Background: an optimization exercise with open tools, aiming at small area, a short achievable clock period and few clock cycles per item. Do not read the settings as production practice. Where RTL was checked, it was by simulation tests only, not by an equivalence proof against the original. No driver is modelled on the clock port, so clock power and skew are understated where the tree is cut down; a real chip needs a root buffer or a tree. Power and IR drop assume default switching activity.

==> inputs of branch nickel <==
==> flow/design.v <==
module sfd_rx (
    input  wire        clk,
    input  wire        rst,
    input  wire        rx_valid,
    input  wire        rx_eof,
    input  wire [7:0]  rx_byte,
    output wire        rx_ready,
    output wire        dout_valid,
    output wire [7:0]  dout_byte,
    input  wire        dout_ready,
    output wire        ctl_valid,
    output wire [15:0] ctl_seq,
    output wire [7:0]  ctl_op,
    output wire [7:0]  ctl_dest,
    output wire [7:0]  ctl_byte,
    output wire        ctl_last,
    input  wire        ctl_ready,
    output wire        tx_valid,
    output wire [7:0]  tx_byte,
    input  wire        tx_ready,
    output wire        anom_opc,
    output wire        anom_eof,
    output wire        irq
);
    localparam [7:0] MARKER       = 8'h1B;
    localparam [7:0] LIT_SENTINEL = 8'h1C;
    localparam [7:0] OP_DATA      = 8'h44;
    localparam [7:0] OP_ACK       = 8'h41;
    localparam [3:0] ST_RD = 4'd10;
    localparam [1:0] DS_NORMAL = 2'd0;
    localparam [1:0] DS_SAW1   = 2'd1;
    localparam [1:0] DS_SAW2   = 2'd2;
    function in_catalog(input [7:0] op);
        case (op)
            8'h01, 8'h02, 8'h10, 8'h11, 8'h12, 8'h13, 8'h14, 8'h15,
            8'h16, 8'h17, 8'h18, 8'h20, 8'h21, 8'h22, 8'h23,
            OP_ACK, OP_DATA: in_catalog = 1'b1;
            default:         in_catalog = 1'b0;
        endcase
    endfunction
    reg         rdy;             
    reg         ok_r;            
    reg         sv;              
    reg  [7:0]  sb;
    reg         sb_mk;           
    reg         sb_s;            
    reg         sb_z;            
    reg         sb_1;            
    reg         rx_live;
    reg         opc_flag;
    reg         eof_flag;
    reg         irq_r;
    reg  [3:0]  st;
    reg         in_rd;           
    reg         in_rp;           
    reg         p_last;          
    reg         p_pre;           
    reg  [15:0] hdr_seq;
    reg  [7:0]  hdr_op;
    reg  [7:0]  hdr_dest;
    reg  [15:0] hdr_len;
    reg         hi_z;            
    reg         op_bad;          
    reg         is_data;         
    reg  [15:0] rem;             
    reg         last;            
    reg  [1:0]  ds;
    reg  [7:0]  d0, d1, d2;      
    reg         dq1, dq2, dq3;   
    reg  [8:0]  c0, c1;          
    reg         cq1, cq2;        
    reg         tx_busy;
    reg  [3:0]  tx_idx;          
    reg  [7:0]  txb;
    reg  [15:0] tx_seq;
    reg         tx_inc;          
    reg  [15:0] ack_seq;
    reg  [15:0] ack_len;
    wire rd_data = in_rd && is_data;
    wire rd_ctrl = in_rd && !is_data;
    wire proc = sv && ok_r;                
    wire [7:0] b = sb;
    wire fire     = rx_valid && rdy;
    wire fire_eof = fire && rx_eof;
    wire fire_b   = fire && !rx_eof;
    wire port_p6  = sv ? p_pre : p_last;
    wire ds_n0 = (ds == DS_NORMAL);
    wire ds_s1 = (ds == DS_SAW1);
    wire ds_s2 = (ds == DS_SAW2);
    wire e1 = proc && ((rd_data && ds_n0 && !sb_mk) || (p_last && ds_s1));
    wire e2 = proc && ((rd_data && ds_s1 && !sb_mk) || (rd_data && ds_s2 && sb_s) ||
                       (p_last && ds_s2));
    wire ek = e1 || e2;
    wire [7:0] dw0 = (rd_data && ds_n0) ? b : MARKER;
    wire [7:0] dw1 = (rd_data && ds_s1) ? b : MARKER;
    wire cpush     = proc && rd_ctrl;
    wire ack_start = proc && rd_data && last;
    wire plen_z = hi_z && sb_z;
    wire plen_1 = hi_z && sb_1;
    reg [3:0] st_n;
    reg [1:0] ds_n;
    reg       is_data_n;
    reg       last_n;
    always @(*) begin
        st_n      = st;
        ds_n      = ds;
        is_data_n = is_data;
        last_n    = last;
        if (proc) begin
            if (in_rd) begin
                if (is_data) begin
                    case (ds)
                        DS_NORMAL: ds_n = sb_mk ? DS_SAW1 : DS_NORMAL;
                        DS_SAW1:   ds_n = sb_mk ? DS_SAW2 : DS_NORMAL;
                        default:   ds_n = DS_NORMAL;
                    endcase
                end
                if (last) st_n = 4'd0;
                last_n = (rem == 16'd2);
            end else if (p_last) begin
                ds_n   = DS_NORMAL;
                st_n   = plen_z ? 4'd0 : ST_RD;
                last_n = plen_1;
            end else if (in_rp) begin
                st_n = st + 4'd1;
                if (st == 4'd6) is_data_n = (b == OP_DATA);
            end else begin
                st_n = sb_mk ? st + 4'd1 : 4'd0;
            end
        end
    end
    wire rd_n     = proc ? ((p_last && !plen_z) || (in_rd && !last)) : in_rd;
    wire rp_n     = proc ? ((st == 4'd2 && sb_mk) || (in_rp && !p_last)) : in_rp;
    wire p_last_n = proc ? p_pre : p_last;
    wire p_pre_n  = proc ? (st == 4'd7) : p_pre;
    wire dpop   = dq1 && dout_ready;
    wire cpop   = cq1 && ctl_ready;
    wire tx_fin = tx_busy && tx_ready && (tx_idx == 4'd14);
    wire dp1 = dq1 || ek;
    wire dp2 = dq2 || (ek && dq1) || e2;
    wire dp3 = dq3 || (ek && dq2) || (e2 && dq1);
    wire dn1 = dpop ? dp2 : dp1;
    wire dn2 = dpop ? dp3 : dp2;
    wire dn3 = dpop ? 1'b0 : dp3;
    wire cp1 = cq1 || cpush;
    wire cp2 = cq2 || (cpush && cq1);
    wire cn1 = cpop ? cp2 : cp1;
    wire cn2 = cpop ? 1'b0 : cp2;
    wire busy_n = ack_start || (tx_busy && !tx_fin);
    wire ok_n = (!dn2 || (!dn3 && ds_n == DS_NORMAL))
             && (!cn1 || (!cn2 && !rp_n))
             && !(is_data_n && last_n && busy_n);
    wire sv_n = fire_b || (sv && !proc);
    always @(posedge clk) begin
        if (rst) begin
            rdy      <= 1'b1;
            sv       <= 1'b0;
            ok_r     <= 1'b1;
            rx_live  <= 1'b1;
            opc_flag <= 1'b0;
            eof_flag <= 1'b0;
            irq_r    <= 1'b0;
        end else begin
            rdy  <= rx_live && !fire_eof && (!sv_n || ok_n);
            sv   <= sv_n;
            ok_r <= ok_n;
            if (fire_eof) begin
                rx_live  <= 1'b0;
                eof_flag <= 1'b1;
                irq_r    <= 1'b1;
            end
            if (fire_b && port_p6 && op_bad) begin
                opc_flag <= 1'b1;
                irq_r    <= 1'b1;
            end
        end
    end
    always @(posedge clk) begin
        if (fire_b) begin
            sb    <= rx_byte;
            sb_mk <= (rx_byte == MARKER);
            sb_s  <= (rx_byte == LIT_SENTINEL);
            sb_z  <= (rx_byte == 8'h00);
            sb_1  <= (rx_byte == 8'h01);
        end
    end
    always @(posedge clk) begin
        if (rst) begin
            st     <= 4'd0;
            in_rd  <= 1'b0;
            in_rp  <= 1'b0;
            p_last <= 1'b0;
            p_pre  <= 1'b0;
            ds     <= DS_NORMAL;
        end else begin
            st     <= st_n;
            in_rd  <= rd_n;
            in_rp  <= rp_n;
            p_last <= p_last_n;
            p_pre  <= p_pre_n;
            ds     <= ds_n;
        end
    end
    always @(posedge clk) begin
        is_data <= is_data_n;
        last    <= last_n;
        if (proc) begin
            case (st)
                4'd4: hdr_seq[15:8] <= b;
                4'd5: hdr_seq[7:0]  <= b;
                4'd6: begin hdr_op <= b; op_bad <= !in_catalog(b); end
                4'd7: hdr_dest <= b;
                4'd8: begin hdr_len[15:8] <= b; hi_z <= sb_z; end
                4'd9: begin hdr_len[7:0] <= b; rem <= {hdr_len[15:8], b}; end
                ST_RD: rem <= rem - 16'd1;
                default: ;
            endcase
        end
    end
    wire at0 = !dq1;
    wire at1 = dq1 && !dq2;
    wire at2 = dq2 && !dq3;
    wire [7:0] d0_p = (ek && at0) ? dw0 : d0;
    wire [7:0] d1_p = (ek && at1) ? dw0 : (e2 && at0) ? dw1 : d1;
    wire [7:0] d2_p = (ek && at2) ? dw0 : (e2 && at1) ? dw1 : d2;
    always @(posedge clk) begin
        if (rst) begin
            dq1 <= 1'b0;
            dq2 <= 1'b0;
            dq3 <= 1'b0;
        end else begin
            dq1 <= dn1;
            dq2 <= dn2;
            dq3 <= dn3;
        end
    end
    always @(posedge clk) begin
        d0 <= dpop ? d1_p : d0_p;
        d1 <= dpop ? d2_p : d1_p;
        d2 <= d2_p;
    end
    assign rx_ready   = rdy;
    assign dout_valid = dq1;
    assign dout_byte  = d0;
    wire [8:0] cw   = {b, last};
    wire [8:0] c0_p = (cpush && !cq1) ? cw : c0;
    wire [8:0] c1_p = (cpush && cq1)  ? cw : c1;
    always @(posedge clk) begin
        if (rst) begin
            cq1 <= 1'b0;
            cq2 <= 1'b0;
        end else begin
            cq1 <= cn1;
            cq2 <= cn2;
        end
    end
    always @(posedge clk) begin
        c0 <= cpop ? c1_p : c0_p;
        c1 <= c1_p;
    end
    assign ctl_valid = cq1;
    assign ctl_seq   = hdr_seq;
    assign ctl_op    = hdr_op;
    assign ctl_dest  = hdr_dest;
    assign ctl_byte  = c0[8:1];
    assign ctl_last  = c0[0];
    always @(posedge clk) begin
        if (ack_start) begin
            ack_seq <= hdr_seq;
            ack_len <= hdr_len;
        end
    end
    reg [7:0] tx_nxt;
    always @(*) begin
        case (tx_idx)
            4'd1, 4'd2: tx_nxt = MARKER;
            4'd4:  tx_nxt = tx_seq[15:8];
            4'd5:  tx_nxt = tx_seq[7:0];
            4'd6:  tx_nxt = OP_ACK;
            4'd9:  tx_nxt = 8'h04;
            4'd10: tx_nxt = ack_seq[15:8];
            4'd11: tx_nxt = ack_seq[7:0];
            4'd12: tx_nxt = ack_len[15:8];
            4'd13: tx_nxt = ack_len[7:0];
            default: tx_nxt = 8'h00;
        endcase
    end
    always @(posedge clk) begin
        if (rst) begin
            tx_busy <= 1'b0;
            tx_inc  <= 1'b0;
            tx_seq  <= 16'h0000;
        end else begin
            tx_inc <= tx_fin;
            if (tx_inc)
                tx_seq <= (tx_seq == 16'hFFFE) ? 16'h0000 : tx_seq + 16'd1;
            tx_busy <= busy_n;
        end
    end
    always @(posedge clk) begin
        if (ack_start) begin
            tx_idx <= 4'd1;
            txb    <= MARKER;
        end else if (tx_busy && tx_ready) begin
            tx_idx <= tx_idx + 4'd1;
            txb    <= tx_nxt;
        end
    end
    assign tx_valid = tx_busy;
    assign tx_byte  = txb;
    assign anom_opc = opc_flag;
    assign anom_eof = eof_flag;
    assign irq      = irq_r;
endmodule
==> flow/flow/run.sh <==
#!/bin/bash
set -euo pipefail
bash standard.sh \
  'CTS_ARGS=-sink_clustering_size 30 -sink_clustering_max_diameter 80 -repair_clock_nets' \
  finish > standard.log 2>&1
==> flow/standard.sh <==
#!/bin/bash
# synth_recipe.tcl (not shown) runs the flow's synth.tcl, then flattens the netlist and writes it again
# the make line also repeats each setting of config.mk as NAME=value (left out here)
make -C /OpenROAD-flow-scripts/flow DESIGN_CONFIG=/design/flow/config.mk WORK_HOME=/design/flow/orfs CLKGATE_MAP_FILE= SYNTH_SCRIPT=/design/flow/synth_recipe.tcl "${@:-finish}"
==> flow/config.mk <==
export PLATFORM = sky130hd
export DESIGN_NAME = sfd_rx
export DESIGN_NICKNAME = sfd_rx
export VERILOG_FILES = /design/flow/design.v
export SDC_FILE = /design/flow/constraint.sdc
export NUM_CORES = 4
export LEC_CHECK = 0
export CAP_MARGIN = 20
export CORE_MARGIN = 2
export CORE_UTILIZATION = 40
export CTS_CLUSTER_DIAMETER = 80
export CTS_CLUSTER_SIZE = 30
export PLACE_DENSITY = 0.6
export SETUP_SLACK_MARGIN = 3.8
export SLEW_MARGIN = 20
==> flow/constraint.sdc <==
create_clock -name core_clock -period 6.0 [get_ports {clk}]
set_input_delay 1.2000 -clock core_clock [delete_from_list [all_inputs] [get_ports {clk}]]
set_output_delay 1.2000 -clock core_clock [all_outputs]
set_load 0.01 [all_outputs]
==> inputs of branch xenon, as changes to branch nickel <==
--- a/flow/design.v
+++ b/flow/design.v
@@ -65,3 +65,5 @@
     reg  [15:0] rem;             
+    reg         lo_z;            
     reg         last;            
+    reg         last2;           
     reg  [1:0]  ds;
@@ -118,3 +120,3 @@
                 if (last) st_n = 4'd0;
-                last_n = (rem == 16'd2);
+                last_n = last2;
             end else if (p_last) begin
@@ -213,4 +215,14 @@
                 4'd8: begin hdr_len[15:8] <= b; hi_z <= sb_z; end
-                4'd9: begin hdr_len[7:0] <= b; rem <= {hdr_len[15:8], b}; end
-                ST_RD: rem <= rem - 16'd1;
+                4'd9: begin
+                    hdr_len[7:0] <= b;
+                    rem  <= {hdr_len[15:8], b};
+                    lo_z <= sb_z;
+                    last2 <= hi_z && (b == 8'd2);
+                end
+                ST_RD: begin
+                    rem[7:0] <= rem[7:0] - 8'd1;
+                    if (lo_z) rem[15:8] <= rem[15:8] - 8'd1;
+                    lo_z <= (rem[7:0] == 8'd1);
+                    last2 <= (rem == 16'd3);
+                end
                 default: ;
==> flow/flow/run.sh (replaced) <==
#!/bin/bash
set -euo pipefail
here=$(pwd)
bash standard.sh \
  'CTS_ARGS=-clk_nets clk' \
  "PRE_CTS_TCL=$here/flow/clock_tree.tcl" \
  'BUFFER_PORTS_ARGS=-buffer_cell sky130_fd_sc_hd__buf_2' \
  finish > standard.log 2>&1
==> flow/flow/clock_tree.tcl (new file) <==
# flip-flops per leaf buffer, and the most root buffers the port drives
set ::LEAF_SIZE 20.0
set ::ROOTS 4

proc bisect {pts np} {
  if {$np <= 1} { return [list $pts] }
  set xs {}; set ys {}
  foreach p $pts { lappend xs [lindex $p 0]; lappend ys [lindex $p 1] }
  set xs [lsort -real $xs]; set ys [lsort -real $ys]
  set dx [expr {[lindex $xs end] - [lindex $xs 0]}]
  set dy [expr {[lindex $ys end] - [lindex $ys 0]}]
  set ix [expr {$dx >= $dy ? 0 : 1}]
  set srt [lsort -real -index $ix $pts]
  set nl [expr {$np / 2}]
  set cut [expr {int(round([llength $pts] * double($nl) / $np))}]
  return [concat [bisect [lrange $srt 0 [expr {$cut - 1}]] $nl] \
                 [bisect [lrange $srt $cut end] [expr {$np - $nl}]]]
}

proc centroid {grp} {
  set sx 0.0; set sy 0.0
  foreach p $grp { set sx [expr {$sx + [lindex $p 0]}]; set sy [expr {$sy + [lindex $p 1]}] }
  set m [llength $grp]
  return [list [expr {$sx / $m}] [expr {$sy / $m}]]
}

set block [ord::get_db_block]
set clknet [$block findNet clk]
set sinks [$clknet getITerms]
set n [llength $sinks]
set K [expr {max(1, int(ceil($n / $::LEAF_SIZE)))}]
set R [expr {min($::ROOTS, $K)}]
puts "manual clock tree: $n sinks, $K leaf buffers, $R root buffers"

set pts {}
set i 0
foreach it $sinks {
  set b [[$it getInst] getBBox]
  lappend pts [list [expr {([$b xMin] + [$b xMax]) / 2.0}] [expr {([$b yMin] + [$b yMax]) / 2.0}] $i]
  incr i
}
set leaves [bisect $pts $K]
set lpts {}
set k 0
foreach g $leaves { lappend lpts [concat [centroid $g] $k]; incr k }
set roots [bisect $lpts $R]

set master [[ord::get_db] findMaster sky130_fd_sc_hd__clkbuf_16]
set rootnets {}
set r 0
foreach rg $roots {
  set ri [odb::dbInst_create $block $master clkbuf_root_$r]
  set rn [odb::dbNet_create $block clknet_root_$r]
  $rn setSigType CLOCK
  set c [centroid $rg]
  $ri setLocation [expr {int([lindex $c 0])}] [expr {int([lindex $c 1])}]
  $ri setPlacementStatus PLACED
  [$ri findITerm A] connect $clknet
  [$ri findITerm X] connect $rn
  foreach lp $rg {
    set k [lindex $lp 2]
    set g [lindex $leaves $k]
    set bi [odb::dbInst_create $block $master clkbuf_leaf_$k]
    set net [odb::dbNet_create $block clknet_leaf_$k]
    $net setSigType CLOCK
    $bi setLocation [expr {int([lindex $lp 0])}] [expr {int([lindex $lp 1])}]
    $bi setPlacementStatus PLACED
    [$bi findITerm A] connect $rn
    [$bi findITerm X] connect $net
    foreach p $g {
      set it [lindex $sinks [lindex $p 2]]
      $it disconnect
      $it connect $net
    }
    puts "leaf $k (root $r): [llength $g] flip-flops"
  }
  incr r
}
set_propagated_clock [all_clocks]
- CORE_UTILIZATION: 40 -> 60
- PLACE_DENSITY: 0.6 -> 0.75
==> inputs of branch indigo, as changes to branch nickel <==
--- a/flow/design.v
+++ b/flow/design.v
@@ -48,2 +48,4 @@
     reg         sb_1;            
+    reg         sb_dt;           
+    reg         sb_bad;          
     reg         rx_live;
@@ -65,3 +67,5 @@
     reg  [15:0] rem;             
+    reg         lo_z;            
     reg         last;            
+    reg         last2;           
     reg  [1:0]  ds;
@@ -118,3 +122,3 @@
                 if (last) st_n = 4'd0;
-                last_n = (rem == 16'd2);
+                last_n = last2;
             end else if (p_last) begin
@@ -125,3 +129,3 @@
                 st_n = st + 4'd1;
-                if (st == 4'd6) is_data_n = (b == OP_DATA);
+                if (st == 4'd6) is_data_n = sb_dt;
             end else begin
@@ -184,2 +188,4 @@
             sb_1  <= (rx_byte == 8'h01);
+            sb_dt <= (rx_byte == OP_DATA);
+            sb_bad <= !in_catalog(rx_byte);
         end
@@ -210,7 +216,17 @@
                 4'd5: hdr_seq[7:0]  <= b;
-                4'd6: begin hdr_op <= b; op_bad <= !in_catalog(b); end
+                4'd6: begin hdr_op <= b; op_bad <= sb_bad; end
                 4'd7: hdr_dest <= b;
                 4'd8: begin hdr_len[15:8] <= b; hi_z <= sb_z; end
-                4'd9: begin hdr_len[7:0] <= b; rem <= {hdr_len[15:8], b}; end
-                ST_RD: rem <= rem - 16'd1;
+                4'd9: begin
+                    hdr_len[7:0] <= b;
+                    rem  <= {hdr_len[15:8], b};
+                    lo_z <= sb_z;
+                    last2 <= hi_z && (b == 8'd2);
+                end
+                ST_RD: begin
+                    rem[7:0] <= rem[7:0] - 8'd1;
+                    if (lo_z) rem[15:8] <= rem[15:8] - 8'd1;
+                    lo_z <= (rem[7:0] == 8'd1);
+                    last2 <= (rem == 16'd3);
+                end
                 default: ;
==> flow/flow/run.sh (replaced) <==
#!/bin/bash
set -euo pipefail
here=$(pwd)
bash standard.sh \
  "PRE_CTS_TCL=$here/flow/clock_tree.tcl" \
  'BUFFER_PORTS_ARGS=-buffer_cell sky130_fd_sc_hd__buf_2' \
  finish > standard.log 2>&1
==> flow/flow/clock_tree.tcl (new file) <==
# flip-flops per leaf buffer, and the most root buffers the port drives
set ::LEAF_SIZE 20.0
set ::ROOTS 4

proc bisect {pts np} {
  if {$np <= 1} { return [list $pts] }
  set xs {}; set ys {}
  foreach p $pts { lappend xs [lindex $p 0]; lappend ys [lindex $p 1] }
  set xs [lsort -real $xs]; set ys [lsort -real $ys]
  set dx [expr {[lindex $xs end] - [lindex $xs 0]}]
  set dy [expr {[lindex $ys end] - [lindex $ys 0]}]
  set ix [expr {$dx >= $dy ? 0 : 1}]
  set srt [lsort -real -index $ix $pts]
  set nl [expr {$np / 2}]
  set cut [expr {int(round([llength $pts] * double($nl) / $np))}]
  return [concat [bisect [lrange $srt 0 [expr {$cut - 1}]] $nl] \
                 [bisect [lrange $srt $cut end] [expr {$np - $nl}]]]
}

proc centroid {grp} {
  set sx 0.0; set sy 0.0
  foreach p $grp { set sx [expr {$sx + [lindex $p 0]}]; set sy [expr {$sy + [lindex $p 1]}] }
  set m [llength $grp]
  return [list [expr {$sx / $m}] [expr {$sy / $m}]]
}

set block [ord::get_db_block]
set clknet [$block findNet clk]
set sinks [$clknet getITerms]
set n [llength $sinks]
set K [expr {max(1, int(ceil($n / $::LEAF_SIZE)))}]
set R [expr {min($::ROOTS, $K)}]
puts "manual clock tree: $n sinks, $K leaf buffers, $R root buffers"

set pts {}
set i 0
foreach it $sinks {
  set b [[$it getInst] getBBox]
  lappend pts [list [expr {([$b xMin] + [$b xMax]) / 2.0}] [expr {([$b yMin] + [$b yMax]) / 2.0}] $i]
  incr i
}
set leaves [bisect $pts $K]
set lpts {}
set k 0
foreach g $leaves { lappend lpts [concat [centroid $g] $k]; incr k }
set roots [bisect $lpts $R]

set master [[ord::get_db] findMaster sky130_fd_sc_hd__clkbuf_16]
set rootnets {}
set r 0
foreach rg $roots {
  set ri [odb::dbInst_create $block $master clkbuf_root_$r]
  set rn [odb::dbNet_create $block clknet_root_$r]
  $rn setSigType CLOCK
  set c [centroid $rg]
  $ri setLocation [expr {int([lindex $c 0])}] [expr {int([lindex $c 1])}]
  $ri setPlacementStatus PLACED
  [$ri findITerm A] connect $clknet
  [$ri findITerm X] connect $rn
  foreach lp $rg {
    set k [lindex $lp 2]
    set g [lindex $leaves $k]
    set bi [odb::dbInst_create $block $master clkbuf_leaf_$k]
    set net [odb::dbNet_create $block clknet_leaf_$k]
    $net setSigType CLOCK
    $bi setLocation [expr {int([lindex $lp 0])}] [expr {int([lindex $lp 1])}]
    $bi setPlacementStatus PLACED
    [$bi findITerm A] connect $rn
    [$bi findITerm X] connect $net
    foreach p $g {
      set it [lindex $sinks [lindex $p 2]]
      $it disconnect
      $it connect $net
    }
    puts "leaf $k (root $r): [llength $g] flip-flops"
  }
  incr r
}
set_propagated_clock [all_clocks]

rename clock_tree_synthesis orfs_clock_tree_synthesis
proc clock_tree_synthesis {args} {
  puts "clock_tree_synthesis skipped: the clock tree was built by clock_tree.tcl"
}
- CORE_UTILIZATION: 40 -> 60
- PLACE_DENSITY: 0.6 -> 0.75
==> notes <==
- Against branch indigo, the sequential power of branch nickel is smaller by about 3%.
- Branch indigo ran to the end with no violations. Branch xenon went through all stages and came out clean. Branch nickel finished clean.
- Flip-flop and latch count: branch nickel is lower than branch xenon (2).
- Clock power, lowest first: branch indigo, branch xenon, branch nickel.
- Combinational power: branch nickel is lower than branch xenon (about 5%).
Testbench counts of branch nickel, summed over its fixed seeds: cycles 35,278, bytes 35,116.
Testbench counts of branch xenon, summed over its fixed seeds: cycles 35,278, bytes 35,116.
No functional check of the RTL was part of branch indigo. The clock cells of branch indigo come from the design's own scripts or RTL, not from TritonCTS.

-- afterwards: timing with drivers on the ports --
No port has a modelled driver above. Below, the same layouts with a new extraction and two added sets of constraints.
Step 1 assumes that a clkbuf_16 drives the clock port and a buf_2 every other input.
Step 2 times the ports against the registers' clock, not the clock port: input delays grow and output delays shrink by t, the midpoint of the rising clock arrivals with the driver on.
Slacks: ideal ports / drivers / drivers and shift; pairs: ideal ports / drivers.
| run | shift t [ns] | slack for setup (ns) | hold slack, ns | latest minus earliest clock arrival (ns) | worst register clock-pin slew, ns |
|---|---|---|---|---|---|
| branch nickel | 0.477 | 3.778 / 3.743 / 3.394 | 0.424 / 0.424 / 0.424 | 0.018 / 0.018 | 0.08 / 0.08 |
| branch xenon | 0.583 | 3.673 / 3.628 / 3.285 | 0.423 / 0.423 / 0.423 | 0.030 / 0.030 | 0.08 / 0.08 |
| branch indigo | 0.378 | 3.776 / 3.681 / 3.591 | 0.421 / 0.421 / 0.421 | 0.023 / 0.023 | 0.08 / 0.08 |
After both steps setup and hold are still met in every run listed. For branch xenon, which loses most, drivers alone change the setup slack by -0.045 ns; drivers and shift together by -0.388 ns.
